Background: an optimization exercise with open tools, aiming at small area, a short achievable clock period and few clock cycles per item. Do not read the settings as production practice. In this exercise RTL edits were held to simulation tests only and were not proved equivalent to the original. Power and IR drop assume default switching activity.

--- flow/design.v ---
module rng90_crc_step (
    input  wire [15:0] crc_in,
    input  wire [7:0]  data,
    output wire [15:0] crc_out
);
    reg [15:0] c;
    integer i;
    always @* begin
        c = crc_in;
        for (i = 0; i < 8; i = i + 1) begin
            if (data[i] ^ c[15])
                c = {c[14:0], 1'b0} ^ 16'h8005;
            else
                c = {c[14:0], 1'b0};
        end
    end
    assign crc_out = c;
endmodule
module rng90_framer (
    input  wire        clk,
    input  wire        rst,
    input  wire        cmd_valid,
    output wire        cmd_ready,
    input  wire [7:0]  cmd_opcode,
    input  wire [7:0]  cmd_param1,
    input  wire [15:0] cmd_param2,
    input  wire [7:0]  cmd_len,
    input  wire        din_valid,
    output wire        din_ready,
    input  wire [7:0]  din_data,
    output wire        tx_valid,
    input  wire        tx_ready,
    output wire [7:0]  tx_data,
    output wire        tx_last
);
    localparam integer P_SEL  = 0,
                       P_CNT  = 1,
                       P_OP   = 2,
                       P_P1   = 3,
                       P_P2L  = 4,
                       P_P2H  = 5,
                       P_DATA = 6,
                       P_CRCL = 7,
                       P_CRCH = 8;
    reg [8:0]  ps;
    reg [7:0]  left;         
    reg        cmd_rdy, din_rdy;
    reg [15:0] crc;          
    reg        tx_v, tx_l;
    reg [7:0]  tx_d;
    reg        sk_v, sk_cov;  
    reg [7:0]  sk_d;
    assign cmd_ready = cmd_rdy;
    assign din_ready = din_rdy;
    assign tx_valid  = tx_v;
    assign tx_data   = tx_d;
    assign tx_last   = tx_l;
    wire pop = tx_v && tx_ready;
    wire [7:0] cnt_b  = left + 8'd7;
    wire       push_r = (ps[P_SEL] && cmd_valid) || ps[P_CNT] ||
                        ((ps[P_OP] || ps[P_P1] || ps[P_P2L]) && cmd_valid) ||
                        (cmd_valid && cmd_rdy) || (din_valid && din_rdy) ||
                        ps[P_CRCL] || ps[P_CRCH];
    wire       push   = push_r && !sk_v;
    wire [7:0] pd     = ({8{ps[P_SEL]}}  & 8'h03) |
                        ({8{ps[P_CNT]}}  & cnt_b) |
                        ({8{ps[P_OP]}}   & cmd_opcode) |
                        ({8{ps[P_P1]}}   & cmd_param1) |
                        ({8{ps[P_P2L]}}  & cmd_param2[7:0]) |
                        ({8{ps[P_P2H]}}  & cmd_param2[15:8]) |
                        ({8{ps[P_DATA]}} & din_data) |
                        ({8{ps[P_CRCL]}} & crc[7:0]) |
                        ({8{ps[P_CRCH]}} & crc[15:8]);
    wire       p_cov  = |ps[P_DATA:P_CNT];
    wire       p_last = ps[P_CRCH];
    wire       l_zero = (left == 8'd0);
    wire       l_one  = (left == 8'd1);
    wire [8:0] ps_adv = {ps[P_CRCL],
                         (ps[P_P2H] && l_zero) || (ps[P_DATA] && l_one),
                         (ps[P_P2H] && !l_zero) || (ps[P_DATA] && !l_one),
                         ps[P_P2L], ps[P_P1], ps[P_OP], ps[P_CNT], ps[P_SEL],
                         ps[P_CRCH]};
    wire [8:0] ps_n   = push ? ps_adv : ps;
    wire head_free = !tx_v || pop;
    wire       tx_load  = head_free && (sk_v || push);
    wire [7:0] tx_src   = sk_v ? sk_d : pd;
    wire       src_last = sk_v ? ps[P_SEL] : p_last;
    wire       src_cov  = sk_v ? sk_cov : p_cov;
    wire [15:0] crc_next;
    rng90_crc_step u_crc (
        .crc_in (crc),
        .data   (tx_src),
        .crc_out(crc_next)
    );
    wire sk_v_n    = head_free ? (sk_v && push) : (sk_v || push);
    always @(posedge clk) begin
        if (head_free) begin
            tx_d <= tx_src;
            tx_l <= src_last;
        end
        if (push && !(head_free && !sk_v)) begin
            sk_d   <= pd;
            sk_cov <= p_cov;
        end
        if (push && ps[P_SEL])
            left <= cmd_len;
        else if (push && ps[P_DATA])
            left <= left - 8'd1;
    end
    always @(posedge clk) begin
        if (rst) begin
            ps      <= 9'd1;
            cmd_rdy <= 1'b0;
            din_rdy <= 1'b0;
            crc     <= 16'h0000;
            tx_v    <= 1'b0;
            sk_v    <= 1'b0;
        end else begin
            ps      <= ps_n;
            cmd_rdy <= ps_n[P_P2H] && !sk_v_n;
            din_rdy <= ps_n[P_DATA] && !sk_v_n;
            if (tx_load && src_last)
                crc <= 16'h0000;
            else if (tx_load && src_cov)
                crc <= crc_next;
            if (head_free)
                tx_v <= sk_v || push;
            sk_v    <= sk_v_n;
        end
    end
endmodule
module rng90_validator (
    input  wire       clk,
    input  wire       rst,
    input  wire       rsp_valid,
    output wire       rsp_ready,
    input  wire [5:0] rsp_cap,
    input  wire       rx_valid,
    output wire       rx_ready,
    input  wire [7:0] rx_data,
    output wire       res_valid,
    input  wire       res_ready,
    output wire       res_ok,
    output wire [7:0] res_count,
    output wire       pl_valid,
    input  wire       pl_ready,
    output wire [7:0] pl_data,
    output wire       pl_last
);
    localparam integer DEPTH = 32;
    reg        q_v;
    reg  [5:0] q_cap;
    reg        rsp_rdy;
    reg        r_act;        
    reg  [7:0] rc;           
    reg  [5:0] cc;           
    reg        rx_rdy;
    reg        b_v, b_first, b_last, b_pay, b_hi, b_hm;
    reg  [7:0] b_d;
    reg  [7:0] cnt;
    reg [15:0] crc;
    reg        lo_ok;
    reg  [8:0] mem [0:DEPTH-1];
    reg  [5:0] wptr, cptr, rptr;
    reg        o_v, o_ok, s_v, s_ok;
    reg  [7:0] o_cnt, s_cnt;
    reg        p_v, p_l;
    reg  [7:0] p_d;
    assign rsp_ready = rsp_rdy;
    assign rx_ready  = rx_rdy;
    assign res_valid = o_v;
    assign res_ok    = o_ok;
    assign res_count = o_cnt;
    assign pl_valid  = p_v;
    assign pl_data   = p_d;
    assign pl_last   = p_l;
    wire rsp_fire = rsp_valid && rsp_rdy;
    wire rx_fire  = rx_valid && rx_rdy;
    wire first    = !r_act;
    wire a_last  = first ? ((rx_data[7:1] == 7'd0) || (q_cap == 6'd1))
                         : ((rc == 8'd2) || (cc == 6'd2));
    wire n_cov   = (rc[7:2] != 6'd0);            
    wire a_pay   = !first && n_cov && (cc[5:2] != 4'd0);
    wire       r_act_n = rx_fire ? !a_last : r_act;
    wire       q_v_n   = rsp_fire || (q_v && !(rx_fire && first));
    wire b_cov   = b_first || (rc[7:2] != 6'd0) || (rc == 8'd3);
    wire b_lo    = !b_first && (rc == 8'd2);
    wire b_plast = !b_first && (rc == 8'd3);
    wire [15:0] crc_next;
    rng90_crc_step u_crc (
        .crc_in (crc),
        .data   (b_d),
        .crc_out(crc_next)
    );
    wire ok     = b_hi && lo_ok && b_hm;
    wire push   = b_v && b_last;
    wire wr     = b_v && b_pay;
    wire commit = push && ok;
    reg  cav;                
    reg  unc;                
    wire p_pop  = (cav || (commit && unc)) && (!p_v || pl_ready);
    wire [5:0] rptr_1 = rptr + 6'd1;
    wire cav_n  = commit ? (p_pop ? (rptr_1 != wptr) : (rptr != wptr))
                         : (p_pop ? (rptr_1 != cptr) : cav);
    wire o_pop = !o_v || res_ready;
    reg        occ29, occ30, occ31;
    wire       a_pay2 = first || ((rc > 8'd4) && (cc > 6'd4));
    wire       nxt_pay = rx_fire ? a_pay2 : a_pay;
    wire       fp     = rx_fire && a_pay;
    wire       a1     = wr || fp || nxt_pay;
    wire       a2     = (wr && fp) || (wr && nxt_pay) || (fp && nxt_pay);
    wire       a3     = wr && fp && nxt_pay;
    wire       p_room = occ29 ||
                        (occ30 && (!a3 || p_pop)) ||
                        (occ31 && (!a2 || (p_pop && !a3))) ||
                        (!a1 || (p_pop && !a2));
    wire       lk     = rx_fire && a_last;
    wire       r_room = !s_v && !(o_v && push) && !(o_v && lk) && !(push && lk);
    wire       rewind = push && !ok;
    wire [5:0] wptr_n = rewind ? cptr : (wptr + {5'd0, wr});
    wire [5:0] rptr_n = p_pop ? rptr_1 : rptr;
    reg  [5:0] occ;
    wire [5:0] occ_w   = occ + {5'd0, wr};
    wire [5:0] occ_wm1 = occ + {5'd0, wr} - 6'd1;
    wire [5:0] occ_c   = cptr - rptr;
    wire [5:0] occ_cm1 = cptr - rptr - 6'd1;
    wire [5:0] occ_n   = rewind ? (p_pop ? occ_cm1 : occ_c) : (p_pop ? occ_wm1 : occ_w);
    wire       o_le28 = !occ[5] && (occ[4:0] <= 5'd28);
    wire       o_29   = (occ == 6'd29);
    wire       o_30   = (occ == 6'd30);
    wire       o_31   = (occ == 6'd31);
    wire       o_32   = (occ == 6'd32);
    wire       x_le29 = o_le28 || (o_29 && !wr);
    wire       x_30   = wr ? o_29 : o_30;
    wire       x_31   = wr ? o_30 : o_31;
    wire       x_32   = wr ? o_31 : o_32;
    wire       n_le29 = x_le29 || (p_pop && x_30);
    wire       n_30   = p_pop ? x_31 : x_30;
    wire       n_31   = p_pop ? x_32 : x_31;
    always @(posedge clk) begin
        if (rsp_fire)
            q_cap <= rsp_cap;
        if (rx_fire) begin
            rc      <= first ? rx_data : rc - 8'd1;
            cc      <= first ? q_cap   : cc - 6'd1;
            b_d     <= rx_data;
            b_first <= first;
            b_last  <= a_last;
            b_pay   <= a_pay;
            b_hi    <= !first && (rc == 8'd2);
            b_hm    <= (rx_data == crc[15:8]);
        end
        if (b_v) begin
            if (b_first) cnt <= b_d;
            if (b_first)
                lo_ok <= 1'b0;
            else if (b_lo)
                lo_ok <= (b_d == crc[7:0]);
        end
        if (wr)
            mem[wptr[4:0]] <= {b_plast, b_d};
        if (p_pop) begin
            p_d <= mem[rptr[4:0]][7:0];
            p_l <= mem[rptr[4:0]][8];
        end
        if (o_pop) begin
            if (s_v) begin
                o_ok  <= s_ok;
                o_cnt <= s_cnt;
            end else begin
                o_ok  <= ok;
                o_cnt <= cnt;
            end
        end
        if (push && (s_v || !o_pop)) begin
            s_ok  <= ok;
            s_cnt <= cnt;
        end
    end
    always @(posedge clk) begin
        if (rst) begin
            q_v     <= 1'b0;
            rsp_rdy <= 1'b0;
            r_act   <= 1'b0;
            rx_rdy  <= 1'b0;
            b_v     <= 1'b0;
            crc     <= 16'h0000;
            wptr    <= 6'd0;
            cptr    <= 6'd0;
            rptr    <= 6'd0;
            occ29   <= 1'b1;
            cav     <= 1'b0;
            unc     <= 1'b0;
            occ     <= 6'd0;
            occ30   <= 1'b0;
            occ31   <= 1'b0;
            o_v     <= 1'b0;
            s_v     <= 1'b0;
            p_v     <= 1'b0;
        end else begin
            q_v     <= q_v_n;
            rsp_rdy <= !q_v_n;
            r_act   <= r_act_n;
            rx_rdy  <= (r_act_n || q_v_n) && p_room && r_room;
            b_v     <= rx_fire;
            if (b_v && b_last)
                crc <= 16'h0000;
            else if (b_v && b_cov)
                crc <= crc_next;
            if (commit)
                cptr <= wptr + {5'd0, wr};
            wptr  <= wptr_n;
            rptr  <= rptr_n;
            cav   <= cav_n;
            unc   <= !push && (unc || wr);
            occ   <= occ_n;
            occ29 <= n_le29;
            occ30 <= n_30;
            occ31 <= n_31;
            if (p_pop)
                p_v <= 1'b1;
            else if (pl_ready)
                p_v <= 1'b0;
            if (o_pop) begin
                o_v <= s_v || push;
                s_v <= s_v && push;
            end else if (push)
                s_v <= 1'b1;
        end
    end
endmodule
module rng90_codec (
    input  wire        clk,
    input  wire        rst,
    input  wire        cmd_valid,
    output wire        cmd_ready,
    input  wire [7:0]  cmd_opcode,
    input  wire [7:0]  cmd_param1,
    input  wire [15:0] cmd_param2,
    input  wire [7:0]  cmd_len,
    input  wire        din_valid,
    output wire        din_ready,
    input  wire [7:0]  din_data,
    output wire        tx_valid,
    input  wire        tx_ready,
    output wire [7:0]  tx_data,
    output wire        tx_last,
    input  wire        rsp_valid,
    output wire        rsp_ready,
    input  wire [5:0]  rsp_cap,
    input  wire        rx_valid,
    output wire        rx_ready,
    input  wire [7:0]  rx_data,
    output wire        res_valid,
    input  wire        res_ready,
    output wire        res_ok,
    output wire [7:0]  res_count,
    output wire        pl_valid,
    input  wire        pl_ready,
    output wire [7:0]  pl_data,
    output wire        pl_last
);
    rng90_framer u_framer (
        .clk       (clk),
        .rst       (rst),
        .cmd_valid (cmd_valid),
        .cmd_ready (cmd_ready),
        .cmd_opcode(cmd_opcode),
        .cmd_param1(cmd_param1),
        .cmd_param2(cmd_param2),
        .cmd_len   (cmd_len),
        .din_valid (din_valid),
        .din_ready (din_ready),
        .din_data  (din_data),
        .tx_valid  (tx_valid),
        .tx_ready  (tx_ready),
        .tx_data   (tx_data),
        .tx_last   (tx_last)
    );
    rng90_validator u_validator (
        .clk      (clk),
        .rst      (rst),
        .rsp_valid(rsp_valid),
        .rsp_ready(rsp_ready),
        .rsp_cap  (rsp_cap),
        .rx_valid (rx_valid),
        .rx_ready (rx_ready),
        .rx_data  (rx_data),
        .res_valid(res_valid),
        .res_ready(res_ready),
        .res_ok   (res_ok),
        .res_count(res_count),
        .pl_valid (pl_valid),
        .pl_ready (pl_ready),
        .pl_data  (pl_data),
        .pl_last  (pl_last)
    );
endmodule
--- flow/flow/run.sh ---
#!/bin/bash
# The standard layout, with plain buffers on the ports (instead of the delay
# cells buffer_ports picks by default), resizing not tied to footprints, and
# a flatter clock tree (larger sink clusters, no dummy loads).
set -euo pipefail
bash standard.sh \
  "BUFFER_PORTS_ARGS=-buffer_cell sky130_fd_sc_hd__buf_2" \
  MATCH_CELL_FOOTPRINT=0 \
  "CTS_ARGS=-sink_clustering_enable -repair_clock_nets -sink_clustering_size 24 -sink_clustering_max_diameter 80 -dont_use_dummy_load" \
  finish > flow_make.log 2>&1
--- flow/standard.sh ---
#!/bin/bash
# synth_recipe.tcl (not shown) runs the flow's synth.tcl, then flattens the netlist and writes it again
# the make line also repeats each setting of config.mk as NAME=value (left out here)
make -C /OpenROAD-flow-scripts/flow DESIGN_CONFIG=/design/flow/config.mk WORK_HOME=/design/flow/orfs CLKGATE_MAP_FILE= SYNTH_SCRIPT=/design/flow/synth_recipe.tcl "${@:-finish}"
--- flow/config.mk ---
export PLATFORM = sky130hd
export DESIGN_NAME = rng90_codec
export DESIGN_NICKNAME = rng90_codec
export VERILOG_FILES = /design/flow/design.v
export SDC_FILE = /design/flow/constraint.sdc
export NUM_CORES = 4
export LEC_CHECK = 0
export ABC_CLOCK_PERIOD_IN_PS = 2000
export CAP_MARGIN = 20
export CORE_MARGIN = 2
export CORE_UTILIZATION = 55
export PLACE_DENSITY = 0.72
export SETUP_SLACK_MARGIN = 3.3
export SLEW_MARGIN = 20
--- flow/constraint.sdc ---
create_clock -name core_clock -period 5.5 [get_ports {clk}]
set_input_delay 1.1000 -clock core_clock [delete_from_list [all_inputs] [get_ports {clk}]]
set_output_delay 1.1000 -clock core_clock [all_outputs]
set_load 0.01 [all_outputs]
==> results of run 1 <==
flip-flops by register name, indices dropped and copies added, names as in the netlist, 9 cells and up:
| register | count |
|---|---|
| u_framer.crc | 16 |
| u_validator.mem | 288 |
| u_validator.crc | 16 |
| u_framer.ps | 9 |
timing repair:
item                       4_1_cts  5_1_grt
gates cloned                    10        2
setup endpoints to repair      378      158
pin swaps                       38       44
gates resized for setup        138       72
setup buffers                   51       33
routing by layer:
layer	part of all wire (%)	vias up	wire length, um	track usage, %
li1	-	5553	-	-
met1	42	6239	19300	33.2
met2	50	434	23200	40.7
met3	5.8	71	2680	2.63
met4	2.3	0	1070	4.98
met5	0	-	0	0
synthesized netlist by cell type, types with 7 or more instances:
cell and instances:
or3_1 11, xor2_1 21, ha_1 21, clkbuf_1 49, buf_1 13, nor4_1 13, nor2_1 129, a21oi_1 70
nor3_1 24, nand2_1 105, o21ai_0 30, and3_1 7, a22oi_1 15, nand3_1 28, mux2i_1 9, nand4_1 9
mux2_2 12, dfxtp_1 82, mux4_2 90, xnor2_1 80, a211oi_1 26, edfxtp_1 383, inv_1 35
critical path: stages:
cell and delay [ns]:
buf_6 0.09, a222oi_1 0.31, nand3_1 0.17, o41a_1 0.47, xnor2_2 0.17, xor3_2 0.41
xnor3_2 0.43, buf_6 0.15, a211oi_2 0.20
worst max path at each step:
stage             startpoint  slack (ns)  depth (start not counted)         endpoint
2_1_floorplan  cmd_param2[6]        2.25                          8  u_framer.crc[0]
3_3_place_gp   cmd_param2[6]        1.88                          9  u_framer.crc[0]
3_5_place_dp   cmd_param2[6]        1.82                          9  u_framer.crc[0]
4_1_cts        cmd_param2[6]        2.62                          9  u_framer.crc[1]
5_1_grt        cmd_param1[5]        2.47                          9  u_framer.crc[0]
6_report       cmd_param1[5]        2.47                          9  u_framer.crc[1]
stage by stage:
stage / cell area [um^2] / util, %
2_1_floorplan: 20400 / -
3_3_place_gp: 21100 / 58.3
3_5_place_dp: 21100 / 58.3
4_1_cts: 22900 / 63.2
5_1_grt: 23600 / 65.0
6_report: 23600 / 65.0
cells by family (layout without fill, tap and decap cells):
group	after synthesis	in the layout	synth area share, %
AND/OR/NAND/NOR	370	371	8.56
flip-flops	465	465	65.4
adder cells (fa/ha/maj)	23	23	1.46
AO/OA/AOI/OAI	188	188	6.06
XOR/XNOR	104	104	4.76
buffers and inverters	110	277	2.50
multiplexers	112	112	11.3
power groups by stage:
stage,combinational (uW),sequential (uW),clock (uW)
after floorplan,397,4010,0
after global placement,505,4030,0
after detailed placement,516,4030,0
after CTS,633,3940,1880
after global routing,757,3950,1990
final,704,3940,1850
area by class of cell:
| class | count | area [um^2] |
|---|---|---|
| multi-input combinational | 798 | 7260 |
| tap | 468 | 586 |
| inverter | 39 | 176 |
| timing repair inverter | 2 | 13.8 |
| fill | 2536 | 12700 |
| clock buffer | 25 | 626 |
| sequential | 465 | 13200 |
| timing repair buffer | 211 | 1730 |
==> key figures, run 1 <==
Power and ir drop
  • Cell Pwr Density: approximately 280 mW/mm^2
  • P_int: 5020 uW
  • Final Power: 6490 uW
  • Switch share: 22.7%
  • Sequential share of power: 60.7%
  • VDD IR max: 0.216 mV
  • Combinational group share of total power: 10.8%
  • P_sw: ~1500 uW
  • LEAKAGE: 0.00777 uW
  • Part of the power in the clock network: 28.4%

Yosys
  • Top-area cell type share of the netlist area: 57.2%
  • Synth warnings: 3
  • Yosys reg bits: 465
  • Syn_nets: approximately 1.5k
  • Synthesized area: 0.0201 mm^2
  • Synth area leaders: edfxtp_1 (57%), mux4_2 (10%), dfxtp_1 (8.2%)
  • EDFF count, synth: between 300 and 400
  • Post-synthesis sequential area ratio: 65.4%
  • Syn avg cell area: 14.6 um^2
  • Post-Synthesis Cells: 1372
  • Ys flop type: edfxtp_1
  • Share of flip-flops with an asynchronous set or reset: 0%
  • Post-synth top area cell: edfxtp_1
  • Distinct cells, synth: 82

Place
  • Final GP Congestion: between 0.9 and 1
  • Pre-CTS setup slack: around 1.8 ns
  • Final HPWL DP: 27500 um
  • Cells after DPL: approximately 1.9k
  • I/O Buffers: 104

Clock tree
  • Htree depth: 1
  • Clock transition at path regs: roughly 0.090 ns
  • Hold_buf cts: 0
  • CTS tree: built
  • Clk sink count: 465
  • Clk Latency, worst-skew pair: 0.56 ns
  • Clock Tree Root: clkbuf_16
  • Clk buf depth: 3
  • Cts bufs inserted: 25

Die
  • Cell row count: 70
  • Core ar.: between 0.03 and 0.04 mm^2
  • Die W: 195 um
  • Die ar.: 0.0381 mm^2
  • # IOs: ~110
  • Initial Util: between 50% and 60%
  • Die Span Y: 195 um

Worst setup path
  • CP Capture Type: register
  • CP Max Fanout: 3
  • Crit path DAT: 3.49 ns
  • FF-to-FF setup slack: 2.51 ns
  • End of the worst register-to-register path: u_framer.crc[1]
  • Worst reg2reg path startpoint: u_framer.ps[8]
  • Reg2Reg Depth: 8
  • Crit Path Class: in2reg
  • Startpoint types: input port
  • CP Data Required Time: 5.96 ns

Flow run
  • Max-cap violation count: 0

STA
  • PnR worst setup slack: 2.47 ns
  • Setup TNS: 0 ns
  • Unrepaired setup endpoints after global routing: true
  • Final period util: 55.1%
  • Hold WS: around 0.46 ns
  • Clock skew: 0.0428 ns
  • Final Hold Viols: 0
  • Max-slew violation count: 0
  • Slew @ Worst Pin: just under 1 ns
  • F_max: 330 MHz
  • Setup violations, final: 0
  • Min Clock Period, post-route: between 3 and 4 ns
  • Worst rel slew slack: 34.9%

Cells and area
  • P&R area growth vs syn: 17.3%
  • Final std cells w/o fill: 2008
  • Commonest non-fill, non-tap cell in the layout: edfxtp_1
  • ANT cells: 0
  • # nets final: 1635
  • Share of cells above drive strength 1: 33.1%
  • Commonest cells after routing, fill and taps aside: edfxtp_1 (383), buf_2 (102), nor2_1 (99)

GRT
  • Vias in the first global route: around 12k
  • Gr usage total: a little under a quarter
  • First-pass GRT wire length: 69700 um
  • Largest net degree at the start of global routing: 44
  • Antenna violations before repair: 0
  • GRT overflow: 0

Worst hold path
  • Hold Startpoint: u_validator.cnt[5]
  • Worst Hold Class: reg2reg
  • Hold Path Depth: 0
  • Hold Path End: u_validator.s_cnt[5]

Status
  • Status: finished clean

Routing
  • First-pass DRT Iterations: 5
  • Drt total wl: 46300 um
  • Routed Antenna Nets: 0
  • Via count: ~12k
  • Vias per inst: 6.12
  • WL/cell: 23.0 um
  • Residual DRC: 0
  • Initial DRC count: roughly 1.1k
Testbench counts, summed over its fixed seeds: cycles 38,863, items 2,080.
==> inputs of run 2 (changes only) <==
--- a/flow/flow/run.sh
+++ b/flow/flow/run.sh
@@ -7,4 +7,4 @@
   "BUFFER_PORTS_ARGS=-buffer_cell sky130_fd_sc_hd__buf_2" \
   MATCH_CELL_FOOTPRINT=0 \
-  "CTS_ARGS=-sink_clustering_enable -repair_clock_nets -sink_clustering_size 24 -sink_clustering_max_diameter 80 -dont_use_dummy_load" \
+  "CTS_ARGS=-sink_clustering_enable -repair_clock_nets -sink_clustering_size 30 -sink_clustering_max_diameter 100 -dont_use_dummy_load" \
   finish > flow_make.log 2>&1
==> key figures, run 2 <==
Status
  • Status: finished clean (unchanged)

Worst setup path
  • Slowest cell on the critical path: o41a_1 (unchanged)
  • CP Cell Sequence: buf_6 -> a222oi_1 -> nand3_1 -> o41a_1 -> xnor2_2 -> xor3_2 -> xnor3_2 -> buf_6 -> a211oi_2 (unchanged)
  • End of the worst register-to-register path: u_framer.crc[1] (unchanged)
  • Worst reg2reg path startpoint: u_framer.left[4] (was u_framer.ps[8])
  • Max incr delay on CP: 0.45 ns (was 0.47 ns)
  • Reg2Reg Depth: 8 (unchanged)
  • FF-to-FF setup slack: 2.62 ns (was 2.51 ns)
  • Crit Path Class: in2reg (unchanged)
  • CP Data Required Time: 5.95 ns (was 5.96 ns)
  • Startpoint types: input port (unchanged)
  • Crit path DAT: 3.41 ns (was 3.49 ns)
  • CP Max Fanout: 3 (unchanged)
  • CP dominant cell by count: buf_6 (unchanged)
  • CP Capture Type: register (unchanged)

STA
  • F_max: 337 MHz (was 330 MHz)
  • Final Hold Viols: 0 (unchanged)
  • Final period util: 54.0% (was 55.1%)
  • Worst rel slew slack: 39.4% (was 34.9%)
  • Min Clock Period, post-route: 2.97 ns (was 3.03 ns)
  • Setup TNS: 0 ns (unchanged)
  • Slew @ Worst Pin: 0.906 ns (was 0.973 ns)
  • Setup violations, final: 0 (unchanged)
  • Unrepaired setup endpoints after global routing: true (unchanged)
  • PnR worst setup slack: 2.53 ns (was 2.47 ns)
  • Max-slew violation count: 0 (unchanged)
  • Clock skew: 0.0356 ns (was 0.0428 ns)

Place
  • Final HPWL DP: 27500 um (unchanged)
  • Pre-CTS setup slack: 1.82 ns (unchanged)
  • I/O Buffers: 104 (unchanged)
  • Final GP Congestion: 0.904 (unchanged)

Die
  • Die W: 195 um (unchanged)
  • # IOs: 105 (unchanged)
  • Initial Util: 55.4% (unchanged)
  • Die Span Y: 195 um (unchanged)
  • Die ar.: 0.0381 mm^2 (unchanged)
  • Core ar.: 0.0363 mm^2 (unchanged)
  • Cell row count: 70 (unchanged)

Yosys
  • Post-Synthesis Cells: 1372 (unchanged)
  • EDFF count, synth: 383 (unchanged)
  • Most common cell in the netlist: edfxtp_1 (unchanged)
  • Post-synth top area cell: edfxtp_1 (unchanged)
  • Yosys reg bits: 465 (unchanged)
  • Synth area leaders: edfxtp_1 (57%), mux4_2 (10%), dfxtp_1 (8.2%) (unchanged)
  • Synthesized area: 0.0201 mm^2 (unchanged)
  • Top-area cell type share of the netlist area: 57.2% (unchanged)
  • Syn_nets: 1465 (unchanged)
  • Share of flip-flops with an asynchronous set or reset: 0% (unchanged)
  • Distinct cells, synth: 82 (unchanged)
  • Post-synthesis sequential area ratio: 65.4% (unchanged)
  • Commonest cells post-synth: edfxtp_1 (383), nor2_1 (129), nand2_1 (105) (unchanged)
  • Synth warnings: 3 (unchanged)
  • Syn avg cell area: 14.6 um^2 (unchanged)
  • Ys flop type: edfxtp_1 (unchanged)

Routing
  • Vias per inst: 6.14 (was 6.12)
  • WL/cell: 23.3 um (was 23.0 um)
  • Via count: 12.2k (was 12.3k)
  • First-pass DRT Iterations: 8 (was 5)
  • Residual DRC: 0 (unchanged)
  • Routed Antenna Nets: 0 (unchanged)
  • Initial DRC count: 1204 (was 1076)
  • Drt total wl: 46200 um (was 46300 um)

GRT
  • Gr usage total: 23.7% (about the same)
  • First-pass GRT wire length: 69100 um (was 69700 um)
  • GRT overflow: 0 (unchanged)
  • Antenna violations before repair: 0 (unchanged)
  • Global routing usage on met2: 40.6% (was 40.7%)
  • Largest net degree at the start of global routing: 44 (unchanged)
  • Met1 usage: 32.7% (was 33.2%)
  • Global Route met3 Usage: 3.16% (was 2.63%)
  • Global routing's busiest layer: met2 (unchanged)
  • Vias in the first global route: 11.9k (was 12.1k)

Cells and area
  • Area of the multi-input gates: 0.00730 mm^2 (was 0.00726 mm^2)
  • Commonest cells after routing, fill and taps aside: edfxtp_1 (383), buf_2 (102), nor2_1 (98) (was edfxtp_1 (383), buf_2 (102), nor2_1 (99))
  • Share of cells above drive strength 1: 32.5% (was 33.1%)
  • Reg area: 0.0132 mm^2 (about the same)
  • P&R area growth vs syn: 16.3% (was 17.3%)
  • Commonest non-fill, non-tap cell in the layout: edfxtp_1 (unchanged)
  • Max reg flops: 288 (unchanged)
  • ANT cells: 0 (unchanged)
  • Fillers: 2567 (was 2536)
  • # nets final: 1613 (was 1635)

Clock tree
  • Cts bufs inserted: 19 (was 25)
  • Clk Latency, worst-skew pair: 0.55 ns (was 0.56 ns)
  • Clock Tree Root: clkbuf_16 (unchanged)
  • Clock transition at path regs: 0.12 ns (was 0.09 ns)
  • Clk sink count: 465 (unchanged)
  • CTS tree: built (unchanged)
  • Hold_buf cts: 0 (unchanged)
  • Clk buf depth: 3 (unchanged)
  • Htree depth: 1 (unchanged)

Power and ir drop
  • Cell Pwr Density: 268 mW/mm^2 (was 276 mW/mm^2)
  • LEAKAGE: 0.00764 uW (was 0.00777 uW)
  • VDD IR max: 0.243 mV (was 0.216 mV)

Worst hold path
  • Worst Hold Class: reg2reg (unchanged)
  • Hold Path End: u_validator.s_cnt[5] (unchanged)
  • Hold Startpoint: u_validator.cnt[5] (unchanged)
  • Hold Path Depth: 0 (unchanged)

Flow run
  • Max-cap violation count: 0 (unchanged)
[run 2: metal layers]
metal,part of all wire [%],vias to the layer above
met3,6.7,58
li1,-,5496
met5,0,-
met1,41,6225
met4,1.9,0
met2,51,422
[run 2: power by group]
| part | switching, uW | leakage (uW) | internal [uW] |
|---|---|---|---|
| registers | 74.3 | 0.00417 | 3870 |
| clock network | 1000 | 0.000234 | 628 |
| logic | 352 | 0.00324 | 334 |
[run 2: layout make-up]
type                            count  area share, %
Timing Repair Buffer              196           6.96
Tap cell                          468           2.51
Sequential cell                   465           56.5
Timing Repair inverter              2         0.0589
Multi-Input combinational cell    797           31.2
Clock buffer                       19           2.03
Inverter                           39          0.755
[run 2: what timing repair did]
item,4_1_cts,5_1_grt
setup buffers,42,24
setup endpoints to repair,376,238
pin swaps,43,45
cloned,11,3
resized for setup,130,99
hold endpoints to repair,0,0
[run 2: cells by family (layout without fill, tap and decap cells)]
group / after synthesis / after routing / synth area share [%]
compound gates: 188 / 188 / 6.06
mux: 112 / 112 / 11.3
simple gates: 370 / 370 / 8.56
buf+inv: 110 / 256 / 2.50
xor+xnor: 104 / 104 / 4.76
fa+ha+maj: 23 / 23 / 1.46
flops: 465 / 465 / 65.4
[run 2: stage by stage]
| stage | utilization (%) | area [um^2] | power, uW | instances | hold WS (ns) |
|---|---|---|---|---|---|
| 2_1_floorplan | - | 20400 | 4410 | 1372 | 0.422 |
| 3_3_place_gp | 58.3 | 21100 | 4530 | 1887 | 0.433 |
| 3_5_place_dp | 58.3 | 21100 | 4550 | 1887 | 0.439 |
| 4_1_cts | 62.5 | 22700 | 6210 | 1959 | 0.466 |
| 5_1_grt | 64.4 | 23400 | 6450 | 1986 | 0.477 |
| 6_report | 64.4 | 23400 | 6260 | 1986 | 0.462 |
[run 2: critical path, delay by kind of cell]
kind | cells | cell delay (ns)
XOR/XNOR | 3 | 1.00
AO/OA/AOI/OAI | 3 | 0.93
buffers and inverters | 2 | 0.24
AND/OR/NAND/NOR | 1 | 0.14
[run 2: worst max path at each step]
stage / start / end / slack (ns) / cells past startpoint
2_1_floorplan: cmd_param2[6] / u_framer.crc[0] / 2.25 / 8
3_5_place_dp: cmd_param2[6] / u_framer.crc[0] / 1.82 / 9
4_1_cts: cmd_param2[6] / u_framer.crc[1] / 2.61 / 9
6_report: cmd_param1[5] / u_framer.crc[1] / 2.53 / 9
5_1_grt: cmd_param1[5] / u_framer.crc[1] / 2.47 / 9
3_3_place_gp: cmd_param2[6] / u_framer.crc[0] / 1.88 / 9
==> inputs of run 3 (changes only) <==
--- a/flow/design.v
+++ b/flow/design.v
@@ -44,8 +44,10 @@
                        P_CRCH = 8;
     reg [8:0]  ps;
+    reg [7:0]  f_op, f_p1;   
+    reg [15:0] f_p2;
     reg [7:0]  left;         
     reg        cmd_rdy, din_rdy;
     reg [15:0] crc;          
-    reg        tx_v, tx_l;
+    reg        tx_v, tx_l, tx_cov;
     reg [7:0]  tx_d;
     reg        sk_v, sk_cov;  
@@ -57,18 +59,25 @@
     assign tx_last   = tx_l;
     wire pop = tx_v && tx_ready;
+    wire [15:0] crc_full;    
+    rng90_crc_step u_crc (
+        .crc_in (crc),
+        .data   (tx_d),
+        .crc_out(crc_full)
+    );
+    wire [15:0] crc_now = (tx_v && tx_cov) ? crc_full : crc;
     wire [7:0] cnt_b  = left + 8'd7;
-    wire       push_r = (ps[P_SEL] && cmd_valid) || ps[P_CNT] ||
-                        ((ps[P_OP] || ps[P_P1] || ps[P_P2L]) && cmd_valid) ||
-                        (cmd_valid && cmd_rdy) || (din_valid && din_rdy) ||
+    wire       cmd_fire = cmd_valid && cmd_rdy;
+    wire       push_r = cmd_fire || (din_valid && din_rdy) ||
+                        ps[P_CNT] || ps[P_OP] || ps[P_P1] || ps[P_P2L] || ps[P_P2H] ||
                         ps[P_CRCL] || ps[P_CRCH];
     wire       push   = push_r && !sk_v;
     wire [7:0] pd     = ({8{ps[P_SEL]}}  & 8'h03) |
                         ({8{ps[P_CNT]}}  & cnt_b) |
-                        ({8{ps[P_OP]}}   & cmd_opcode) |
-                        ({8{ps[P_P1]}}   & cmd_param1) |
-                        ({8{ps[P_P2L]}}  & cmd_param2[7:0]) |
-                        ({8{ps[P_P2H]}}  & cmd_param2[15:8]) |
+                        ({8{ps[P_OP]}}   & f_op) |
+                        ({8{ps[P_P1]}}   & f_p1) |
+                        ({8{ps[P_P2L]}}  & f_p2[7:0]) |
+                        ({8{ps[P_P2H]}}  & f_p2[15:8]) |
                         ({8{ps[P_DATA]}} & din_data) |
-                        ({8{ps[P_CRCL]}} & crc[7:0]) |
+                        ({8{ps[P_CRCL]}} & crc_now[7:0]) |
                         ({8{ps[P_CRCH]}} & crc[15:8]);
     wire       p_cov  = |ps[P_DATA:P_CNT];
@@ -83,19 +92,10 @@
     wire [8:0] ps_n   = push ? ps_adv : ps;
     wire head_free = !tx_v || pop;
-    wire       tx_load  = head_free && (sk_v || push);
-    wire [7:0] tx_src   = sk_v ? sk_d : pd;
-    wire       src_last = sk_v ? ps[P_SEL] : p_last;
-    wire       src_cov  = sk_v ? sk_cov : p_cov;
-    wire [15:0] crc_next;
-    rng90_crc_step u_crc (
-        .crc_in (crc),
-        .data   (tx_src),
-        .crc_out(crc_next)
-    );
     wire sk_v_n    = head_free ? (sk_v && push) : (sk_v || push);
     always @(posedge clk) begin
         if (head_free) begin
-            tx_d <= tx_src;
-            tx_l <= src_last;
+            tx_d <= sk_v ? sk_d : pd;
+            tx_l   <= sk_v ? ps[P_SEL] : p_last;
+            tx_cov <= sk_v ? sk_cov : p_cov;
         end
         if (push && !(head_free && !sk_v)) begin
@@ -103,4 +103,9 @@
             sk_cov <= p_cov;
         end
+        if (cmd_fire) begin
+            f_op <= cmd_opcode;
+            f_p1 <= cmd_param1;
+            f_p2 <= cmd_param2;
+        end
         if (push && ps[P_SEL])
             left <= cmd_len;
@@ -118,10 +123,8 @@
         end else begin
             ps      <= ps_n;
-            cmd_rdy <= ps_n[P_P2H] && !sk_v_n;
+            cmd_rdy <= ps_n[P_SEL] && !sk_v_n;
             din_rdy <= ps_n[P_DATA] && !sk_v_n;
-            if (tx_load && src_last)
-                crc <= 16'h0000;
-            else if (tx_load && src_cov)
-                crc <= crc_next;
+            if (pop)
+                crc <= tx_l ? 16'h0000 : crc_now;
             if (head_free)
                 tx_v <= sk_v || push;
--- a/flow/flow/run.sh
+++ b/flow/flow/run.sh
@@ -7,4 +7,4 @@
   "BUFFER_PORTS_ARGS=-buffer_cell sky130_fd_sc_hd__buf_2" \
   MATCH_CELL_FOOTPRINT=0 \
-  "CTS_ARGS=-sink_clustering_enable -repair_clock_nets -sink_clustering_size 30 -sink_clustering_max_diameter 100 -dont_use_dummy_load" \
+  "CTS_ARGS=-sink_clustering_enable -repair_clock_nets -sink_clustering_size 24 -sink_clustering_max_diameter 80 -dont_use_dummy_load" \
   finish > flow_make.log 2>&1
==> key figures, run 3 <==
Power and ir drop
  • Cell Pwr Density: 299 mW/mm^2 (was 268 mW/mm^2)
  • VDD IR max: 0.230 mV (was 0.243 mV)
  • LEAKAGE: 0.00776 uW (was 0.00764 uW)
  • Final Power: 7220 uW (was 6260 uW)

Worst setup path
  • Crit Path Class: reg2out (was in2reg)
  • CP Capture Type: primary output (was register)
  • Delay-heaviest family, CP: flip-flops (was XOR/XNOR gates)
  • CP Data Required Time: 4.40 ns (was 5.95 ns)
  • CP startpoint: u_validator.p_d[0] (was cmd_param1[5])
  • Worst reg2reg path startpoint: u_validator.b_v (was u_framer.left[4])
  • Slowest cell on the critical path: edfxtp_1 (was o41a_1)
  • CP Max Fanout: 1 (was 3)
  • Max incr delay on CP: 0.50 ns (was 0.45 ns)
  • Bufs and invs on worst path: 1 (was 2)
  • CP Cell Sequence: buf_2 (was buf_6 -> a222oi_1 -> nand3_1 -> o41a_1 -> xnor2_2 -> xor3_2 -> xnor3_2 -> buf_6 -> a211oi_2)
  • Crit path DAT: 1.27 ns (was 3.41 ns)
  • Startpoint types: register (was input port)

Cells and area
  • Max reg flops: 288 (unchanged)
  • Commonest non-fill, non-tap cell in the layout: edfxtp_1 (unchanged)
  • Share of cells above drive strength 1: 28.9% (was 32.5%)
  • Fillers: 2666 (was 2567)
  • P&R area growth vs syn: 14.4% (was 16.3%)
  • Reg area: 0.0142 mm^2 (was 0.0132 mm^2)
  • ANT cells: 0 (unchanged)
  • Commonest cells after routing, fill and taps aside: edfxtp_1 (416), nor2_1 (104), buf_2 (103) (was edfxtp_1 (383), buf_2 (102), nor2_1 (98))
  • # nets final: 1611 (was 1613)
  • Area of the multi-input gates: 0.00721 mm^2 (was 0.00730 mm^2)

Clock tree
  • Clk buf depth: 3 (unchanged)
  • Hold_buf cts: 0 (unchanged)
  • Clock Tree Root: clkbuf_16 (unchanged)
  • Clk Latency, worst-skew pair: 0.58 ns (was 0.55 ns)
  • CTS tree: built (unchanged)
  • Htree depth: 1 (unchanged)
  • Cts bufs inserted: 26 (was 19)
  • Clock transition at path regs: 0.09 ns (was 0.12 ns)
  • Clk sink count: 498 (was 465)

STA
  • Final Hold Viols: 0 (unchanged)
  • Max-slew violation count: 0 (unchanged)
  • Setup violations, final: 0 (unchanged)
  • Worst rel slew slack: 34.5% (was 39.4%)
  • Slew @ Worst Pin: 0.978 ns (was 0.906 ns)
  • Unrepaired setup endpoints after global routing: true (unchanged)
  • Setup TNS: 0 ns (unchanged)
  • F_max: 422 MHz (was 337 MHz)
  • Min Clock Period, post-route: 2.37 ns (was 2.97 ns)
  • Final period util: 43.1% (was 54.0%)
  • Clock skew: 0.0389 ns (was 0.0356 ns)

Routing
  • WL/cell: 24.1 um (was 23.3 um)
  • Via count: 12.5k (was 12.2k)
  • Routed Antenna Nets: 0 (unchanged)
  • Residual DRC: 0 (unchanged)
  • Vias per inst: 6.17 (was 6.14)
  • First-pass DRT Iterations: 5 (was 8)
  • Drt total wl: 48900 um (was 46200 um)
  • Initial DRC count: 1200 (was 1204)

Die
  • # IOs: 105 (unchanged)
  • Die ar.: 0.0400 mm^2 (was 0.0381 mm^2)
  • Die Span Y: 200 um (was 195 um)
  • Die W: 200 um (was 195 um)
  • Cell row count: 71 (was 70)
  • Core ar.: 0.0378 mm^2 (was 0.0363 mm^2)
  • Initial Util: 55.9% (was 55.4%)

Place
  • Final GP Congestion: 0.859 (was 0.904)
  • Final HPWL DP: 29600 um (was 27500 um)
  • I/O Buffers: 104 (unchanged)

GRT
  • First-pass GRT wire length: 71800 um (was 69100 um)
  • GRT overflow: 0 (unchanged)
  • Global routing usage on met2: 39.6% (was 40.6%)
  • Vias in the first global route: 11.8k (was 11.9k)
  • Met1 usage: 35.6% (was 32.7%)
  • Largest net degree at the start of global routing: 48 (was 44)
  • Gr usage total: 24.2% (was 23.7%)
  • Antenna violations before repair: 1 (was 0)
  • Global routing's busiest layer: met2 (unchanged)
  • Global Route met3 Usage: 3.13% (was 3.16%)

Yosys
  • Syn avg cell area: 15.2 um^2 (was 14.6 um^2)
  • Post-synthesis sequential area ratio: 67.0% (was 65.4%)
  • Post-synth top area cell: edfxtp_1 (unchanged)
  • Synth warnings: 3 (unchanged)
  • Ys flop type: edfxtp_1 (unchanged)
  • Share of flip-flops with an asynchronous set or reset: 0% (unchanged)
  • Synth area leaders: edfxtp_1 (59%), mux4_2 (9.6%), dfxtp_1 (7.8%) (was edfxtp_1 (57%), mux4_2 (10%), dfxtp_1 (8.2%))
  • Top-area cell type share of the netlist area: 59.2% (was 57.2%)
  • EDFF count, synth: 416 (was 383)
  • Distinct cells, synth: 72 (was 82)
  • Synthesized area: 0.0211 mm^2 (was 0.0201 mm^2)
  • Yosys reg bits: 498 (was 465)
  • Commonest cells post-synth: edfxtp_1 (416), nor2_1 (139), nand2_1 (98) (was edfxtp_1 (383), nor2_1 (129), nand2_1 (105))
  • Syn_nets: 1483 (was 1465)
  • Post-Synthesis Cells: 1390 (was 1372)
  • Most common cell in the netlist: edfxtp_1 (unchanged)

Worst hold path
  • Hold Startpoint: u_validator.occ29 (was u_validator.cnt[5])
  • Worst Hold Class: reg2reg (unchanged)

Flow run
  • Max-cap violation count: 0 (unchanged)

Status
  • Status: finished clean (unchanged)
## run 3: through the flow
stage	worst slack [ns]	util [%]	area (um^2)	cells	hold WS (ns)
floorplan	2.90	-	21300	1390	0.415
global placement	2.38	58.9	22300	1952	0.431
detailed placement	2.34	59.0	22300	1953	0.431
CTS	3.09	62.4	23600	2008	0.442
global route	3.09	64.0	24200	2027	0.466
finish	3.13	64.0	24200	2027	0.438
## run 3: final timing paths
path,endpoint,slack [ns],depth (start not counted)
worst max-delay path,pl_data[0],3.13,1
worst min-delay path,u_validator.rx_rdy,0.44,2
worst max register to register,u_validator.mem[29][6],3.18,4
worst min register to register,u_validator.rx_rdy,0.44,2
## run 3: logic make-up after synthesis
kind of cell             share of synthesized area [%]
flip-flops                                        67.0
XOR/XNOR                                          5.08
AO/OA/AOI/OAI                                     6.09
adder cells (fa/ha/maj)                           1.34
AND/OR/NAND/NOR                                   7.72
buffers and inverters                             1.82
multiplexers                                      11.0
## run 3: power by group
part,internal (uW),switching [uW]
registers,4230,114
logic,427,508
clock network,841,1100
total,5500,1720
## run 3: layout make-up
type	count	share of cell area, %
Clock buffer	26	2.69
Multi-Input combinational cell	797	29.8
Tap cell	511	2.65
Inverter	30	0.601
Timing Repair inverter	1	0.0207
Sequential cell	498	58.7
Timing Repair Buffer	164	5.49
## run 3: timing repair
item / in CTS / in global routing
hold endpoints to repair: 0 / 0
pin swaps: 5 / 17
setup endpoints to repair: 379 / 295
resized for setup: 83 / 84
cloned: 7 / 6
setup buffers: 22 / 13
## run 3: layer usage
| layer | share of wire [%] | routed length [um] | vias up |
|---|---|---|---|
| met5 | 0.027 | 13 | - |
| met3 | 7.7 | 3770 | 56 |
| li1 | - | - | 5569 |
| met1 | 41 | 20200 | 6379 |
| met4 | 1.7 | 836 | 2 |
| met2 | 49 | 24100 | 493 |
Testbench counts of run 3, summed over its fixed seeds: cycles 38,871, items 2,080.
==> inputs of run 4 (changes only) <==
--- a/flow/config.mk
+++ b/flow/config.mk
@@ -9,6 +9,6 @@
 export CAP_MARGIN = 20
 export CORE_MARGIN = 2
-export CORE_UTILIZATION = 55
-export PLACE_DENSITY = 0.72
+export CORE_UTILIZATION = 60
+export PLACE_DENSITY = 0.76
 export SETUP_SLACK_MARGIN = 3.3
 export SLEW_MARGIN = 20
==> key figures, run 4 <==
Status
  • Status: finished clean (unchanged)

STA
  • Slew @ Worst Pin: 0.959 ns (was 0.978 ns)
  • PnR worst setup slack: 3.21 ns (was 3.13 ns)
  • Final Hold Viols: 0 (unchanged)
  • Setup violations, final: 0 (unchanged)
  • Setup TNS: 0 ns (unchanged)
  • Unrepaired setup endpoints after global routing: true (unchanged)
  • F_max: 436 MHz (was 422 MHz)
  • Min Clock Period, post-route: 2.29 ns (was 2.37 ns)
  • Final period util: 41.7% (was 43.1%)
  • Worst rel slew slack: 35.8% (was 34.5%)
  • Max-slew violation count: 0 (unchanged)
  • Clock skew: 0.0299 ns (was 0.0389 ns)
  • Hold WS: 0.435 ns (was 0.438 ns)

Clock tree
  • Clk sink count: 498 (unchanged)
  • Htree depth: 1 (unchanged)
  • Cts bufs inserted: 26 (unchanged)
  • Clock transition at path regs: 0.08 ns (was 0.09 ns)
  • CTS tree: built (unchanged)
  • Clock Tree Root: clkbuf_16 (unchanged)
  • Clk Latency, worst-skew pair: 0.56 ns (was 0.58 ns)
  • Clk buf depth: 3 (unchanged)

Worst setup path
  • Crit path depth: 1 (unchanged)
  • Max incr delay on CP: 0.47 ns (was 0.50 ns)
  • CP Cell Sequence: buf_2 (unchanged)
  • Bufs and invs on worst path: 1 (unchanged)
  • Crit Path Class: reg2out (unchanged)
  • CP Data Required Time: 4.40 ns (about the same)
  • Delay-heaviest family, CP: flip-flops (unchanged)
  • Reg2Reg Depth: 6 (was 4)
  • Crit path DAT: 1.19 ns (was 1.27 ns)
  • Startpoint types: register (unchanged)
  • CP Capture Type: primary output (unchanged)
  • Slowest cell on the critical path: edfxtp_1 (unchanged)
  • CP Max Fanout: 3 (was 1)

Cells and area
  • Design area: 0.0242 mm^2 (about the same)
  • Max reg flops: 288 (unchanged)
  • ANT cells: 0 (unchanged)
  • Commonest non-fill, non-tap cell in the layout: edfxtp_1 (unchanged)
  • Fillers: 2174 (was 2666)
  • P&R area growth vs syn: 14.4% (about the same)
  • # nets final: 1619 (was 1611)
  • Share of cells above drive strength 1: 30.2% (was 28.9%)
  • Final std cells w/o fill: 1979 (was 2027)
  • Commonest cells after routing, fill and taps aside: edfxtp_1 (416), buf_2 (101), nor2_1 (100) (was edfxtp_1 (416), nor2_1 (104), buf_2 (103))

Yosys
  • Synth area leaders: edfxtp_1 (59%), mux4_2 (9.6%), dfxtp_1 (7.8%) (unchanged)
  • Most common cell in the netlist: edfxtp_1 (unchanged)
  • Distinct cells, synth: 72 (unchanged)
  • Syn_nets: 1483 (unchanged)
  • Yosys reg bits: 498 (unchanged)
  • Post-synthesis sequential area ratio: 67.0% (unchanged)
  • Synthesized area: 0.0211 mm^2 (unchanged)
  • Post-synth top area cell: edfxtp_1 (unchanged)
  • Share of flip-flops with an asynchronous set or reset: 0% (unchanged)
  • Top-area cell type share of the netlist area: 59.2% (unchanged)
  • Post-Synthesis Cells: 1390 (unchanged)
  • EDFF count, synth: 416 (unchanged)
  • Ys flop type: edfxtp_1 (unchanged)
  • Syn avg cell area: 15.2 um^2 (unchanged)
  • Commonest cells post-synth: edfxtp_1 (416), nor2_1 (139), nand2_1 (98) (unchanged)
  • Synth warnings: 3 (unchanged)

Power and ir drop
  • Cell Pwr Density: 299 mW/mm^2 (about the same)
  • VDD IR max: 0.307 mV (was 0.230 mV)
  • LEAKAGE: 0.00781 uW (was 0.00776 uW)

Die
  • # IOs: 105 (unchanged)
  • Cell row count: 68 (was 71)
  • Die Span Y: 192 um (was 200 um)
  • Die W: 192 um (was 200 um)
  • Core ar.: 0.0346 mm^2 (was 0.0378 mm^2)
  • Initial Util: 60.9% (was 55.9%)
  • Die ar.: 0.0367 mm^2 (was 0.0400 mm^2)

GRT
  • First-pass GRT wire length: 73100 um (was 71800 um)
  • Vias in the first global route: 12.3k (was 11.8k)
  • Antenna violations before repair: 0 (was 1)
  • GRT overflow: 0 (unchanged)
  • Largest net degree at the start of global routing: 47 (was 48)
  • Gr usage total: 26.7% (was 24.2%)

Place
  • Cells after DPL: 1896 (was 1953)
  • I/O Buffers: 104 (unchanged)
  • Pre-CTS setup slack: 2.43 ns (was 2.34 ns)
  • Final GP Congestion: 0.881 (was 0.859)
  • Area after DPL: 0.0222 mm^2 (was 0.0223 mm^2)
  • Final HPWL DP: 29900 um (was 29600 um)

Worst hold path
  • Hold Path Depth: 2 (unchanged)
  • Worst Hold Class: reg2reg (unchanged)

Routing
  • Residual DRC: 0 (unchanged)
  • Vias per inst: 6.39 (was 6.17)
  • Via count: 12.6k (was 12.5k)
  • Routed Antenna Nets: 0 (unchanged)
  • Drt total wl: 49600 um (was 48900 um)
  • First-pass DRT Iterations: 6 (was 5)
  • WL/cell: 25.1 um (was 24.1 um)
  • Initial DRC count: 1409 (was 1200)

Flow run
  • Max-cap violation count: 0 (unchanged)
-- run 4: cell counts after synthesis --
No cell type changed its count.
-- run 4: worst paths after layout --
kind	startpoint	to	slack, ns
setup / recovery	u_framer.tx_l	tx_last	3.21
hold / removal	u_validator.occ29	u_validator.rx_rdy	0.43
setup reg to reg	u_framer.crc[13]	u_framer.tx_d[1]	3.22
hold reg to reg	u_validator.occ29	u_validator.rx_rdy	0.43
-- run 4: layer usage --
metal	global-route usage (%)	routed length (um)	vias to the layer above
met3	3.36	3840	69
met5	0	0	-
met2	44.8	25000	627
li1	-	-	5578
met4	6.86	1160	0
met1	37.6	19600	6364
-- run 4: layout make-up --
cell class	count	area, um^2	share of cell area, %
sequential	498	14200	58.7
clock buffer	26	651	2.69
timing repair inverter	1	5.00	0.0207
timing repair buffer	169	1300	5.38
inverter	30	139	0.575
multi-input combinational	800	7320	30.3
tap	455	569	2.36
-- run 4: logic make-up (layout without fill, tap and decap cells) --
logic type / Yosys count / in the layout / share of synthesized area (%)
flops: 498 / 498 / 67.0
simple gates: 356 / 358 / 7.72
compound gates: 191 / 193 / 6.09
mux: 116 / 116 / 11.0
xor+xnor: 111 / 111 / 5.08
buf+inv: 96 / 226 / 1.82
fa+ha+maj: 22 / 22 / 1.34
-- run 4: what timing repair did --
item | CTS | global route
endpoints found under the setup margin | 411 | 146
endpoints found under the hold margin | 0 | 0
setup buffers | 29 | 18
hold buffers | 0 | 0
pin swaps | 14 | 24
cloned | 6 | 4
resized for setup | 105 | 73
-- run 4: power breakdown --
part | total, uW | internal, uW | switching, uW
Clock | 1930 | 842 | 1090
Sequential | 4350 | 4230 | 118
Combinational | 931 | 420 | 511
-- run 4: stage by stage --
| stage | total power (uW) | utilization (%) |
|---|---|---|
| final | 7210 | 69.7 |
| after floorplan | 4980 | - |
| after global placement | 5170 | 64.1 |
| after CTS | 7140 | 68.2 |
| after detailed placement | 5200 | 64.1 |
| after global routing | 7440 | 69.7 |
==> inputs of run 5 (changes only) <==
--- a/flow/design.v
+++ b/flow/design.v
@@ -159,5 +159,5 @@
     reg  [5:0] cc;           
     reg        rx_rdy;
-    reg        b_v, b_first, b_last, b_pay, b_hi, b_hm;
+    reg        b_v, b_first, b_last, b_wr, b_hi, b_hm;
     reg  [7:0] b_d;
     reg  [7:0] cnt;
@@ -198,5 +198,5 @@
     wire ok     = b_hi && lo_ok && b_hm;
     wire push   = b_v && b_last;
-    wire wr     = b_v && b_pay;
+    wire wr     = b_wr;      
     wire commit = push && ok;
     reg  cav;                
@@ -250,5 +250,4 @@
             b_first <= first;
             b_last  <= a_last;
-            b_pay   <= a_pay;
             b_hi    <= !first && (rc == 8'd2);
             b_hm    <= (rx_data == crc[15:8]);
@@ -288,4 +287,5 @@
             rx_rdy  <= 1'b0;
             b_v     <= 1'b0;
+            b_wr    <= 1'b0;
             crc     <= 16'h0000;
             wptr    <= 6'd0;
@@ -307,4 +307,5 @@
             rx_rdy  <= (r_act_n || q_v_n) && p_room && r_room;
             b_v     <= rx_fire;
+            b_wr    <= rx_fire && a_pay;
             if (b_v && b_last)
                 crc <= 16'h0000;
==> key figures, run 5 <==
Cells and area
  • Max reg flops: 288 (unchanged)
  • Design area: 0.0241 mm^2 (was 0.0242 mm^2)
  • Share of cells above drive strength 1: 28.7% (was 30.2%)
  • Area of the multi-input gates: 0.00723 mm^2 (was 0.00732 mm^2)
  • # nets final: 1628 (was 1619)
  • Commonest cells after routing, fill and taps aside: edfxtp_1 (415), nor2_1 (111), buf_2 (102) (was edfxtp_1 (416), buf_2 (101), nor2_1 (100))
  • P&R area growth vs syn: 13.8% (was 14.4%)
  • Fillers: 2217 (was 2174)
  • Utilization after layout: 69.6% (was 69.7%)
  • ANT cells: 0 (unchanged)
  • Reg area: 0.0142 mm^2 (about the same)
  • Commonest non-fill, non-tap cell in the layout: edfxtp_1 (unchanged)

Power and ir drop
  • Cell Pwr Density: 306 mW/mm^2 (was 299 mW/mm^2)
  • Sequential share of power: 58.9% (was 60.3%)
  • Combinational group share of total power: 14.9% (was 12.9%)
  • VDD IR max: 0.311 mV (was 0.307 mV)
  • P_sw: 1780 uW (was 1720 uW)
  • Switch share: 24.0% (was 23.9%)
  • Part of the power in the clock network: 26.3% (was 26.8%)
  • P_int: 5620 uW (was 5490 uW)
  • LEAKAGE: 0.00792 uW (was 0.00781 uW)

Yosys
  • Synthesized area: 0.0212 mm^2 (was 0.0211 mm^2)
  • Syn avg cell area: 15.1 um^2 (was 15.2 um^2)
  • Post-Synth Adder-Cell Area: 1.38% (was 1.34%)
  • Post-Synthesis Cells: 1403 (was 1390)
  • Commonest cells post-synth: edfxtp_1 (415), nor2_1 (138), mux4_2 (91) (was edfxtp_1 (416), nor2_1 (139), nand2_1 (98))
  • Synth warnings: 3 (unchanged)
  • Simple-gate share of the synthesized area: 7.29% (was 7.72%)
  • Most common cell in the netlist: edfxtp_1 (unchanged)
  • Top-area cell type share of the netlist area: 58.7% (was 59.2%)
  • Post-synth top area cell: edfxtp_1 (unchanged)
  • Yosys reg bits: 498 (unchanged)
  • EDFF count, synth: 415 (was 416)
  • Synth area leaders: edfxtp_1 (59%), mux4_2 (9.7%), dfxtp_1 (7.8%) (was edfxtp_1 (59%), mux4_2 (9.6%), dfxtp_1 (7.8%))
  • Syn_nets: 1496 (was 1483)
  • Synth Area in XOR/XNOR: 5.10% (was 5.08%)
  • Distinct cells, synth: 80 (was 72)
  • Ys flop type: edfxtp_1 (unchanged)
  • Compound-cell area share of the yosys netlist: 6.44% (was 6.09%)
  • Share of flip-flops with an asynchronous set or reset: 0% (unchanged)
  • Largest family of logic cells by synthesized area: multiplexers (unchanged)
  • Proportion of synthesized area in mux cells: 11.3% (was 11.0%)
  • Post-synthesis sequential area ratio: 66.6% (was 67.0%)

STA
  • Min Clock Period, post-route: 2.30 ns (was 2.29 ns)
  • Final period util: 41.8% (was 41.7%)
  • Unrepaired setup endpoints after global routing: true (unchanged)
  • Setup violations, final: 0 (unchanged)
  • Hold WS: 0.460 ns (was 0.435 ns)
  • Max-slew violation count: 0 (unchanged)
  • Slew @ Worst Pin: 1.01 ns (was 0.959 ns)
  • F_max: 435 MHz (was 436 MHz)
  • Setup TNS: 0 ns (unchanged)
  • Final Hold Viols: 0 (unchanged)
  • Worst rel slew slack: 32.5% (was 35.8%)
  • Clock skew: 0.0313 ns (was 0.0299 ns)

Worst setup path
  • Reg2Reg Depth: 7 (was 6)
  • Crit Path Class: reg2out (unchanged)
  • Crit path DAT: 1.20 ns (was 1.19 ns)
  • Delay-heaviest family, CP: flip-flops (unchanged)
  • CP Max Fanout: 1 (was 3)
  • CP Cell Sequence: buf_2 (unchanged)
  • Crit path depth: 1 (unchanged)
  • CP Capture Type: primary output (unchanged)
  • Bufs and invs on worst path: 1 (unchanged)
  • CP Data Required Time: 4.40 ns (about the same)
  • Max incr delay on CP: 0.47 ns (about the same)
  • Startpoint types: register (unchanged)
  • Slowest cell on the critical path: edfxtp_1 (unchanged)

Status
  • Status: finished clean (unchanged)

Routing
  • First-pass DRT Iterations: 5 (was 6)
  • Vias per inst: 6.31 (was 6.39)
  • Via count: 12.5k (was 12.6k)
  • Drt total wl: 48300 um (was 49600 um)
  • Routed Antenna Nets: 0 (unchanged)
  • Residual DRC: 0 (unchanged)
  • WL/cell: 24.3 um (was 25.1 um)
  • Initial DRC count: 1235 (was 1409)

Die
  • Die ar.: 0.0369 mm^2 (was 0.0367 mm^2)
  • Cell row count: 68 (unchanged)
  • # IOs: 105 (unchanged)
  • Die W: 192 um (about the same)
  • Die Span Y: 192 um (about the same)
  • Core ar.: 0.0347 mm^2 (was 0.0346 mm^2)
  • Initial Util: 61.1% (was 60.9%)

Place
  • Final HPWL DP: 29400 um (was 29900 um)
  • Final GP Congestion: 0.859 (was 0.881)
  • I/O Buffers: 104 (unchanged)
  • Area after DPL: 0.0223 mm^2 (was 0.0222 mm^2)

Clock tree
  • Hold_buf cts: 0 (unchanged)
  • Clk Latency, worst-skew pair: 0.57 ns (was 0.56 ns)
  • Htree depth: 1 (unchanged)
  • Cts bufs inserted: 26 (unchanged)
  • Clk sink count: 498 (unchanged)
  • CTS tree: built (unchanged)
  • Clock transition at path regs: 0.09 ns (was 0.08 ns)
  • Clock Tree Root: clkbuf_16 (unchanged)
  • Clk buf depth: 3 (unchanged)

Flow run
  • Max-cap violation count: 0 (unchanged)

GRT
  • Gr usage total: 25.4% (was 26.7%)
  • First-pass GRT wire length: 70400 um (was 73100 um)
  • Antenna violations before repair: 0 (unchanged)
  • Largest net degree at the start of global routing: 77 (was 47)
  • GRT overflow: 0 (unchanged)
  • Vias in the first global route: 12.1k (was 12.3k)

Worst hold path
  • Worst Hold Class: reg2reg (unchanged)
  • Hold Path Depth: 0 (was 2)
run 5: worst paths after layout:
| path | from | end | slack (ns) |
|---|---|---|---|
| max | u_validator.p_d[7] | pl_data[7] | 3.20 |
| max reg2reg | u_framer.tx_d[2] | u_framer.tx_d[0] | 3.23 |
| min | u_validator.cnt[1] | u_validator.s_cnt[1] | 0.46 |
| min reg2reg | u_validator.cnt[1] | u_validator.s_cnt[1] | 0.46 |
run 5: logic make-up after synthesis:
group                      after synthesis
DFF                                    498
xor gates and xnor gates               109
adders and majority gates               23
and+or+nand+nor                        340
muxes                                  122
AOI/OAI and AO/OA                      203
buffers and inverters                  108
run 5: area by class of cell:
class,instances,area share [%]
multi-input cells,797,30.0
inverters,35,0.591
repair buffers,176,5.75
flip-flops and latches,498,58.6
clock buffers,26,2.69
well taps,455,2.36
repair inverters,1,0.0207
run 5: power groups by stage:
stage               Clock (uW)  Combinational [uW]  Sequential (uW)
finish                    1940                1100             4350
global route              2080                1190             4370
CTS                       1960                 992             4350
detailed placement           0                 867             4440
global placement             0                 847             4440
floorplan                    0                 668             4420
run 5: routing by layer:
metal	track usage [%]	part of all wire [%]	vias to the layer above
met5	0	0	-
met4	5.90	2.3	0
met3	3.95	7.3	79
met2	42.0	51	556
met1	36.0	39	6308
li1	-	-	5605
run 5: repair_timing:
action,CTS,global route
resized for setup,75,67
gates cloned,2,8
endpoints found under the setup margin,352,188
buffers inserted,27,20
pin swaps,17,22
run 5: metrics by stage:
| stage | total power, uW | instances | setup WS (ns) |
|---|---|---|---|
| floorplan | 5090 | 1403 | 2.95 |
| global placement | 5290 | 1905 | 2.32 |
| detailed placement | 5310 | 1905 | 2.32 |
| CTS | 7300 | 1960 | 3.17 |
| global route | 7640 | 1988 | 3.12 |
| finish | 7390 | 1988 | 3.20 |
Testbench counts of run 5, summed over its fixed seeds: cycles 38,871, items 2,080.
==> inputs of run 6 (changes only) <==
--- a/flow/config.mk
+++ b/flow/config.mk
@@ -9,6 +9,6 @@
 export CAP_MARGIN = 20
 export CORE_MARGIN = 2
-export CORE_UTILIZATION = 60
-export PLACE_DENSITY = 0.76
+export CORE_UTILIZATION = 55
+export PLACE_DENSITY = 0.72
 export SETUP_SLACK_MARGIN = 3.3
 export SLEW_MARGIN = 20
==> key figures, run 6 <==
Yosys
  • Commonest cells post-synth: edfxtp_1 (415), nor2_1 (138), mux4_2 (91) (unchanged)
  • Distinct cells, synth: 80 (unchanged)
  • Post-synth top area cell: edfxtp_1 (unchanged)
  • Post-synthesis sequential area ratio: 66.6% (unchanged)
  • Synth warnings: 3 (unchanged)
  • Post-Synthesis Cells: 1403 (unchanged)
  • Ys flop type: edfxtp_1 (unchanged)
  • Synth area leaders: edfxtp_1 (59%), mux4_2 (9.7%), dfxtp_1 (7.8%) (unchanged)
  • Yosys reg bits: 498 (unchanged)
  • Most common cell in the netlist: edfxtp_1 (unchanged)
  • EDFF count, synth: 415 (unchanged)
  • Syn avg cell area: 15.1 um^2 (unchanged)
  • Top-area cell type share of the netlist area: 58.7% (unchanged)

Clock tree
  • Clock Tree Root: clkbuf_16 (unchanged)
  • Clock transition at path regs: 0.10 ns (was 0.09 ns)
  • Htree depth: 1 (unchanged)
  • CTS tree: built (unchanged)
  • Clk Latency, worst-skew pair: 0.56 ns (was 0.57 ns)
  • Clk sink count: 498 (unchanged)
  • Hold_buf cts: 0 (unchanged)
  • Clk buf depth: 3 (unchanged)

STA
  • Final Hold Viols: 0 (unchanged)
  • Min Clock Period, post-route: 2.33 ns (was 2.30 ns)
  • Clock skew: 0.0284 ns (was 0.0313 ns)
  • Setup violations, final: 0 (unchanged)
  • Max-slew violation count: 0 (unchanged)
  • Final period util: 42.4% (was 41.8%)
  • F_max: 429 MHz (was 435 MHz)
  • PnR worst setup slack: 3.17 ns (was 3.20 ns)
  • Slew @ Worst Pin: 1.09 ns (was 1.01 ns)

Die
  • Core ar.: 0.0378 mm^2 (was 0.0347 mm^2)
  • Die ar.: 0.0402 mm^2 (was 0.0369 mm^2)
  • Cell row count: 71 (was 68)
  • Die W: 200 um (was 192 um)
  • # IOs: 105 (unchanged)

Power and ir drop
  • LEAKAGE: 0.00787 uW (was 0.00792 uW)

Routing
  • Residual DRC: 0 (unchanged)
  • Initial DRC count: 1201 (was 1235)
  • Routed Antenna Nets: 0 (unchanged)
  • Drt total wl: 48700 um (was 48300 um)

Cells and area
  • # nets final: 1621 (was 1628)
  • P&R area growth vs syn: 13.5% (was 13.8%)
  • Commonest non-fill, non-tap cell in the layout: edfxtp_1 (unchanged)
  • Share of cells above drive strength 1: 28.2% (was 28.7%)
  • Max reg flops: 288 (unchanged)

Worst hold path
  • Hold Path End: u_validator.s_cnt[4] (was u_validator.s_cnt[1])
  • Hold Startpoint: u_validator.cnt[4] (was u_validator.cnt[1])
  • Worst Hold Class: reg2reg (unchanged)

Place
  • I/O Buffers: 104 (unchanged)
  • Final HPWL DP: 30300 um (was 29400 um)
  • Final GP Congestion: 0.879 (was 0.859)
  • Pre-CTS setup slack: 2.25 ns (was 2.32 ns)

GRT
  • Largest net degree at the start of global routing: 76 (was 77)
  • Antenna violations before repair: 1 (was 0)
  • First-pass GRT wire length: 73800 um (was 70400 um)
  • Vias in the first global route: 12.3k (was 12.1k)
  • GRT overflow: 0 (unchanged)

Worst setup path
  • Worst reg2reg path startpoint: u_framer.tx_d[2] (unchanged)
  • End of the worst register-to-register path: u_framer.tx_d[1] (was u_framer.tx_d[0])
  • Reg2Reg Depth: 7 (unchanged)
  • CP Max Fanout: 2 (was 1)
  • FF-to-FF setup slack: 3.24 ns (was 3.23 ns)
  • Crit Path Class: reg2out (unchanged)
  • Max incr delay on CP: 0.49 ns (was 0.47 ns)
  • CP Data Required Time: 4.40 ns (about the same)
  • CP Capture Type: primary output (unchanged)
  • CP startpoint: u_framer.tx_d[3] (was u_validator.p_d[7])
  • Startpoint types: register (unchanged)
  • Bufs and invs on worst path: 1 (unchanged)

Status
  • Status: finished clean (unchanged)

Flow run
  • Max-cap violation count: 0 (unchanged)
## run 6: cell counts after synthesis
No cell type changed its count.
## run 6: where the power goes
part	switching, uW	internal [uW]	leakage (uW)
Clock	1090	811	0.000308
Combinational	563	550	0.00309
Sequential	124	4230	0.00447
Total	1780	5600	0.00787
## run 6: how the worst max path moves through the flow
stage,cells after the start,to
3_5_place_dp,5,u_validator.p_d[4]
5_1_grt,2,u_validator.mem[23][6]
6_report,1,tx_data[3]
2_1_floorplan,8,u_validator.occ[4]
3_3_place_gp,6,u_framer.left[2]
4_1_cts,1,pl_data[7]
## run 6: area by class of cell
class                   count  area [um^2]
fillers                  2756        13800
repair buffers            169         1280
clock buffers              25          626
flip-flops and latches    498        14200
repair inverters            1         5.00
multi-input cells         798         7230
inverters                  35          146
diodes                      1         2.50
well taps                 511          639
## run 6: metal layers
layer | up-vias | part of all wire [%] | GRT usage [%]
li1 | 5587 | - | -
met1 | 6396 | 42 | 34.2
met2 | 497 | 49 | 39.7
met3 | 74 | 6.6 | 2.69
met4 | 0 | 2.3 | 5.63
met5 | - | 0 | 0
## run 6: worst register-to-register path, stage by stage, from the launching register on
cell,delay (ns)
edfxtp_1,0.43
buf_6,0.15
xnor2_4,0.20
xnor2_4,0.14
xnor3_2,0.49
o21ai_2,0.16
nand4_1,0.15
mux2_2,0.30
## run 6: cell families after synthesis
logic type,after synthesis,synth area share [%]
DFF,498,66.6
AOI/OAI and AO/OA,203,6.44
xor gates and xnor gates,109,5.10
and+or+nand+nor,340,7.29
buffers and inverters,108,1.97
muxes,122,11.3
adders and majority gates,23,1.38
## run 6: timing repair
item                       in CTS  in global routing
setup endpoints to repair     330                179
setup buffers                  29                  8
gates cloned                    3                  5
pin swaps                      21                 17
resized for setup              83                 54
## run 6: through the flow
step	power [uW]	hold WS (ns)	cells	cell area [um^2]	utilization [%]
2_1_floorplan	5090	0.422	1403	21500	-
3_3_place_gp	5280	0.433	1964	22400	59.2
3_5_place_dp	5310	0.437	1967	22400	59.3
4_1_cts	7320	0.451	2024	23700	62.7
5_1_grt	7620	0.452	2038	24100	63.6
6_report	7370	0.445	2038	24100	63.6

Check on run 6: ideal ports give 3.169 ns setup slack; a clkbuf_16 on the clock port and buf_2 on the inputs give 3.115 ns; moving port delays by the midpoint clock arrival (0.603 ns) as well gives 2.766 ns.
